From an optimization exercise on the open Yosys and OpenROAD flow, aimed at small area, a short achievable clock period and few clock cycles; shortcuts taken in it are not production practice.
Only simulation tests tie the RTL to the original design; equivalence was not proved.
Power and IR drop assume default switching activity.

## garnet
==> flow/design.v <==
module dust_crc_table (
    input  wire        clk,
    input  wire        rst,
    input  wire        bld_valid,
    input  wire [15:0] bld_poly,
    output wire        bld_ready,
    output wire        tbl_valid,
    output reg  [15:0] poly,
    output reg  [7:1]  d
);
    reg built;
    always @(posedge clk) begin
        if (rst)
            built <= 1'b0;
        else if (bld_valid)
            built <= 1'b1;
    end
    always @(posedge clk) begin
        if (!built)
            poly <= bld_poly;
    end
    reg [7:0] dd;
    integer n, m;
    always @* begin
        dd = 8'd1;
        for (n = 1; n < 8; n = n + 1) begin
            dd[n] = 1'b0;
            for (m = 1; m <= n; m = m + 1)
                dd[n] = dd[n] ^ (poly[16-m] & dd[n-m]);
        end
    end
    always @(posedge clk)
        d <= dd[7:1];
    assign bld_ready = !built;
    assign tbl_valid = built;
endmodule
module dust_crc_step (
    input  wire [15:0] poly,
    input  wire [7:1]  d,
    input  wire [15:0] crc,
    input  wire [7:0]  b,
    output reg  [15:0] crc_next
);
    reg [7:0] u, f;
    integer k, m;
    always @* begin
        for (k = 0; k < 8; k = k + 1)
            u[k] = crc[15-k] ^ b[7-k];
        for (k = 0; k < 8; k = k + 1) begin
            f[k] = u[k];
            for (m = 1; m <= k; m = m + 1)
                f[k] = f[k] ^ (d[m] & u[k-m]);
        end
        crc_next = {crc[7:0], 8'h00};
        for (k = 0; k < 8; k = k + 1)
            crc_next = crc_next ^ ({16{f[k]}} & (poly << (7 - k)));
    end
endmodule
module dust_tx (
    input  wire        clk,
    input  wire        rst,
    input  wire        enable,
    input  wire [15:0] poly,
    input  wire [7:1]  d,
    input  wire        hdr_valid,
    input  wire [1:0]  opcode,
    input  wire [1:0]  len_code,
    input  wire        ack,
    input  wire [10:0] pkt_num,
    output reg         hdr_ready,
    input  wire        in_valid,
    input  wire [7:0]  in_data,
    output reg         in_ready,
    output reg         out_valid,
    output reg  [7:0]  out_data,
    output reg         out_last,
    input  wire        out_ready
);
    localparam O_IDLE = 2'd0;
    localparam O_HDR  = 2'd1;
    localparam O_PAY  = 2'd2;
    localparam O_CRC  = 2'd3;
    reg        in_pay;       
    reg [7:0]  icnt;         
    reg        hpend;        
    reg [15:0] hi16;         
    reg        sv;           
    reg [7:0]  sd;           
    reg        sl;           
    reg [1:0]  ost;
    reg [1:0]  hcnt;
    reg [15:0] crc;
    wire [15:0] crc_next;
    dust_crc_step u_step (.poly(poly), .d(d), .crc(crc), .b(out_data), .crc_next(crc_next));
    wire hacc  = hdr_valid && hdr_ready;
    wire pacc  = in_valid && in_ready;
    wire plast = (icnt == 8'd0);
    wire ofree = !out_valid || out_ready;
    wire xfer  = out_valid && out_ready;
    wire st_idle = (ost == O_IDLE);
    wire st_hdr  = (ost == O_HDR);
    wire st_pay  = (ost == O_PAY);
    wire st_crc  = (ost == O_CRC);
    wire start   = st_idle && hpend && enable;
    wire       load      = start || st_hdr || st_crc || (st_pay && (sv || pacc));
    wire       pay_last  = sv ? sl : plast;
    wire [7:0] pay_data  = sv ? sd : in_data;
    wire [7:0] load_data = st_pay ? pay_data : st_crc ? crc_next[15:8] : hi16[15:8];
    wire take = st_pay && ofree;
    wire sv_n     = (sv || pacc) && !take;
    wire in_pay_n = hacc || (in_pay && !(pacc && plast));
    wire hpend_n  = hacc || (hpend && !(start && ofree));
    always @(posedge clk) begin
        if (rst) begin
            in_pay    <= 1'b0;
            hpend     <= 1'b0;
            sv        <= 1'b0;
            hdr_ready <= 1'b0;
            in_ready  <= 1'b0;
            ost       <= O_IDLE;
            out_valid <= 1'b0;
            crc       <= 16'h0000;
        end else begin
            in_pay    <= in_pay_n;
            hpend     <= hpend_n;
            sv        <= sv_n;
            hdr_ready <= !in_pay_n && !hpend_n;
            in_ready  <= in_pay_n && !sv_n;
            if (xfer)
                crc <= crc_next;
            if (ofree) begin
                out_valid <= load;
                if (start)
                    ost <= O_HDR;
                else if (st_hdr && hcnt == 2'd3)
                    ost <= O_PAY;
                else if (st_pay && load && pay_last)
                    ost <= O_CRC;
                else if (st_crc && hcnt == 2'd1)
                    ost <= O_IDLE;
            end
        end
    end
    always @(posedge clk) begin
        if (hacc)
            hi16 <= {opcode, len_code, ack, pkt_num};
        else if (ofree && (start || st_hdr))
            hi16 <= {hi16[7:0], ~hi16[15:8]};
        if (hacc)
            icnt <= (8'd32 << len_code) - 8'd1;
        else if (pacc)
            icnt <= icnt - 8'd1;
        if (pacc) begin
            sd <= in_data;
            sl <= plast;
        end
        if (ofree) begin
            out_data <= load_data;
            out_last <= st_crc && (hcnt == 2'd1);
            if (start)
                hcnt <= 2'd1;
            else if (st_hdr || st_crc)
                hcnt <= hcnt + 2'd1;
        end
    end
endmodule
module dust_rx (
    input  wire        clk,
    input  wire        rst,
    input  wire        enable,
    input  wire [15:0] poly,
    input  wire [7:1]  d,
    input  wire        in_valid,
    input  wire [7:0]  in_data,
    output reg         in_ready,
    output reg         res_valid,
    output reg         res_hdr_ok,
    output reg         res_crc_ok,
    output wire [31:0] res_hdr,
    output wire [15:0] res_residue
);
    reg        rv;           
    reg [7:0]  rd;
    reg        hold;         
    reg        body;         
    reg        first;        
    reg [1:0]  hcnt;
    reg [8:0]  cnt;          
    reg [31:0] hdr_word;
    reg [15:0] crc;
    assign res_hdr     = hdr_word;
    assign res_residue = crc;
    wire [15:0] crc_base = first ? 16'h0000 : crc;
    wire [15:0] crc_next;
    dust_crc_step u_step (.poly(poly), .d(d), .crc(crc_base), .b(rd), .crc_next(crc_next));
    wire [31:0] hdr_full = {hdr_word[23:0], rd};
    wire        hdr_good = (hdr_full[31:16] ^ hdr_full[15:0]) == 16'hFFFF;
    wire [1:0]  hdr_len  = hdr_full[29:28];
    wire proc     = rv && !hold;
    wire hdr_end  = !body && (hcnt == 2'd3);
    wire body_end = body && (cnt == 9'd0);
    wire fr_end   = proc && (body_end || (hdr_end && !hdr_good));
    always @(posedge clk) begin
        if (rst) begin
            rv        <= 1'b0;
            in_ready  <= 1'b0;
            hold      <= 1'b0;
            body      <= 1'b0;
            first     <= 1'b1;
            hcnt      <= 2'd0;
            res_valid <= 1'b0;
        end else begin
            rv        <= (rv && hold) || (in_valid && in_ready);
            in_ready  <= enable && !fr_end;
            hold      <= fr_end;
            res_valid <= hold;
            if (proc) begin
                first <= fr_end;
                if (!body) begin
                    hcnt <= hcnt + 2'd1;
                    if (hdr_end && hdr_good)
                        body <= 1'b1;
                end else if (body_end)
                    body <= 1'b0;
            end
        end
    end
    always @(posedge clk) begin
        if (!hold)
            rd <= in_data;
        if (proc) begin
            crc <= crc_next;
            if (!body) begin
                hdr_word   <= hdr_full;
                res_hdr_ok <= hdr_good;
                if (hdr_end)
                    cnt <= (9'd32 << hdr_len) + 9'd1;
            end else
                cnt <= cnt - 9'd1;
        end
        if (hold)
            res_crc_ok <= res_hdr_ok && (crc == 16'h0000);
    end
endmodule
module dust_frame_engine (
    input  wire        clk,
    input  wire        rst,
    input  wire        bld_valid,
    input  wire [15:0] bld_poly,
    output wire        bld_ready,
    output wire        tbl_valid,
    input  wire        tx_hdr_valid,
    input  wire [1:0]  tx_opcode,
    input  wire [1:0]  tx_len_code,
    input  wire        tx_ack,
    input  wire [10:0] tx_pkt_num,
    output wire        tx_hdr_ready,
    input  wire        tx_in_valid,
    input  wire [7:0]  tx_in_data,
    output wire        tx_in_ready,
    output wire        tx_out_valid,
    output wire [7:0]  tx_out_data,
    output wire        tx_out_last,
    input  wire        tx_out_ready,
    input  wire        rx_in_valid,
    input  wire [7:0]  rx_in_data,
    output wire        rx_in_ready,
    output wire        rx_res_valid,
    output wire        rx_res_hdr_ok,
    output wire        rx_res_crc_ok,
    output wire [31:0] rx_res_hdr,
    output wire [15:0] rx_res_residue
);
    wire [15:0] poly;
    wire [7:1]  d;
    dust_crc_table u_table (
        .clk(clk), .rst(rst),
        .bld_valid(bld_valid), .bld_poly(bld_poly),
        .bld_ready(bld_ready), .tbl_valid(tbl_valid),
        .poly(poly), .d(d)
    );
    dust_tx u_tx (
        .clk(clk), .rst(rst), .enable(tbl_valid), .poly(poly), .d(d),
        .hdr_valid(tx_hdr_valid), .opcode(tx_opcode), .len_code(tx_len_code),
        .ack(tx_ack), .pkt_num(tx_pkt_num), .hdr_ready(tx_hdr_ready),
        .in_valid(tx_in_valid), .in_data(tx_in_data), .in_ready(tx_in_ready),
        .out_valid(tx_out_valid), .out_data(tx_out_data), .out_last(tx_out_last),
        .out_ready(tx_out_ready)
    );
    dust_rx u_rx (
        .clk(clk), .rst(rst), .enable(tbl_valid), .poly(poly), .d(d),
        .in_valid(rx_in_valid), .in_data(rx_in_data), .in_ready(rx_in_ready),
        .res_valid(rx_res_valid), .res_hdr_ok(rx_res_hdr_ok), .res_crc_ok(rx_res_crc_ok),
        .res_hdr(rx_res_hdr), .res_residue(rx_res_residue)
    );
endmodule
==> flow/config.mk <==
export PLATFORM = sky130hd
export DESIGN_NAME = dust_frame_engine
export DESIGN_NICKNAME = dust_frame_engine
export VERILOG_FILES = /design/flow/design.v
export SDC_FILE = /design/flow/constraint.sdc
export NUM_CORES = 4
export LEC_CHECK = 0
export CAP_MARGIN = 20
export CELL_PAD_IN_SITES_DETAIL_PLACEMENT = 1
export CELL_PAD_IN_SITES_GLOBAL_PLACEMENT = 2
export CORE_MARGIN = 2
export CORE_UTILIZATION = 30
export PLACE_DENSITY = 0.45
export SLEW_MARGIN = 20
export SYNTH_MEMORY_MAX_BITS = 8192
==> flow/constraint.sdc <==
create_clock -name core_clock -period 10.0 [get_ports {clk}]
set_input_delay 2.0000 -clock core_clock [delete_from_list [all_inputs] [get_ports {clk}]]
set_output_delay 2.0000 -clock core_clock [all_outputs]
set_load 0.01 [all_outputs]
standard.sh (not shown) runs the stock make flow with config.mk's settings and CLKGATE_MAP_FILE= SYNTH_SCRIPT=/design/flow/synth_recipe.tcl, a recipe that flattens the netlist after the stock synthesis.
==> flow/flow/run.sh <==
#!/bin/bash
# Layout flow: the standard flow with ports buffered by buf_2 and the
# timing repair aiming for 6 ns of setup slack.
bash standard.sh finish BUFFER_PORTS_ARGS="-buffer_cell sky130_fd_sc_hd__buf_2" SETUP_SLACK_MARGIN=6 > standard.log 2>&1
garnet reached the end of the flow, and the finished layout is clean on the timing, design-rule and antenna checks.
Testbench counts of garnet, summed over its fixed seeds: cycles 13,087.
--- input diff garnet..delta ---
==> flow/flow/run.sh <==
#!/bin/bash
# Layout flow: the standard flow with ports buffered by buf_2 and the
# timing repair aiming for 6.5 ns of setup slack.
bash standard.sh finish BUFFER_PORTS_ARGS="-buffer_cell sky130_fd_sc_hd__buf_2" SETUP_SLACK_MARGIN=6.5 > standard.log 2>&1
[summary]
Between delta and garnet, the difference in die area is negligible. Time the worst path needs with I/O delays and setup | delta below garnet. delta vs garnet on design area: delta is the higher one. Looking only at combinational power, and setting everything else aside, the lower value of delta and garnet goes to garnet.

## static timing again, ports no longer ideal
No port has a modelled driver above. Below, the same layouts with a new extraction and two added sets of constraints. Step 1 (the two cells are an assumption about what drives the block):
set clk [get_ports {clk}]
set_driving_cell -lib_cell sky130_fd_sc_hd__clkbuf_16 $clk
set_driving_cell -lib_cell sky130_fd_sc_hd__buf_2 [delete_from_list [all_inputs] $clk]
Step 2 moves the port delays by t, midway between the first and last clock arrival at a register: inputs arrive t later, outputs are due t later. That takes back most of the time a late clock gives input paths. a / b / c = ideal / step 1 / step 2; a / b = the first two.
| run | t (ns) | setup WS [ns] | latest minus earliest clock arrival (ns) | worst register clock-pin slew, ns | cell pins on the clock port's net |
|---|---|---|---|---|---|
| garnet | 0.496 | 6.298 / 6.298 / 6.298 | 0.012 / 0.012 | 0.08 / 0.08 | 1 |
| delta | 0.496 | 6.610 / 6.556 / 6.328 | 0.014 / 0.014 | 0.08 / 0.08 | 1 |
After both steps setup and hold are still met in every run listed. The setup slack of delta, which loses most, moves by -0.054 ns with the drivers and by -0.282 ns with both steps.
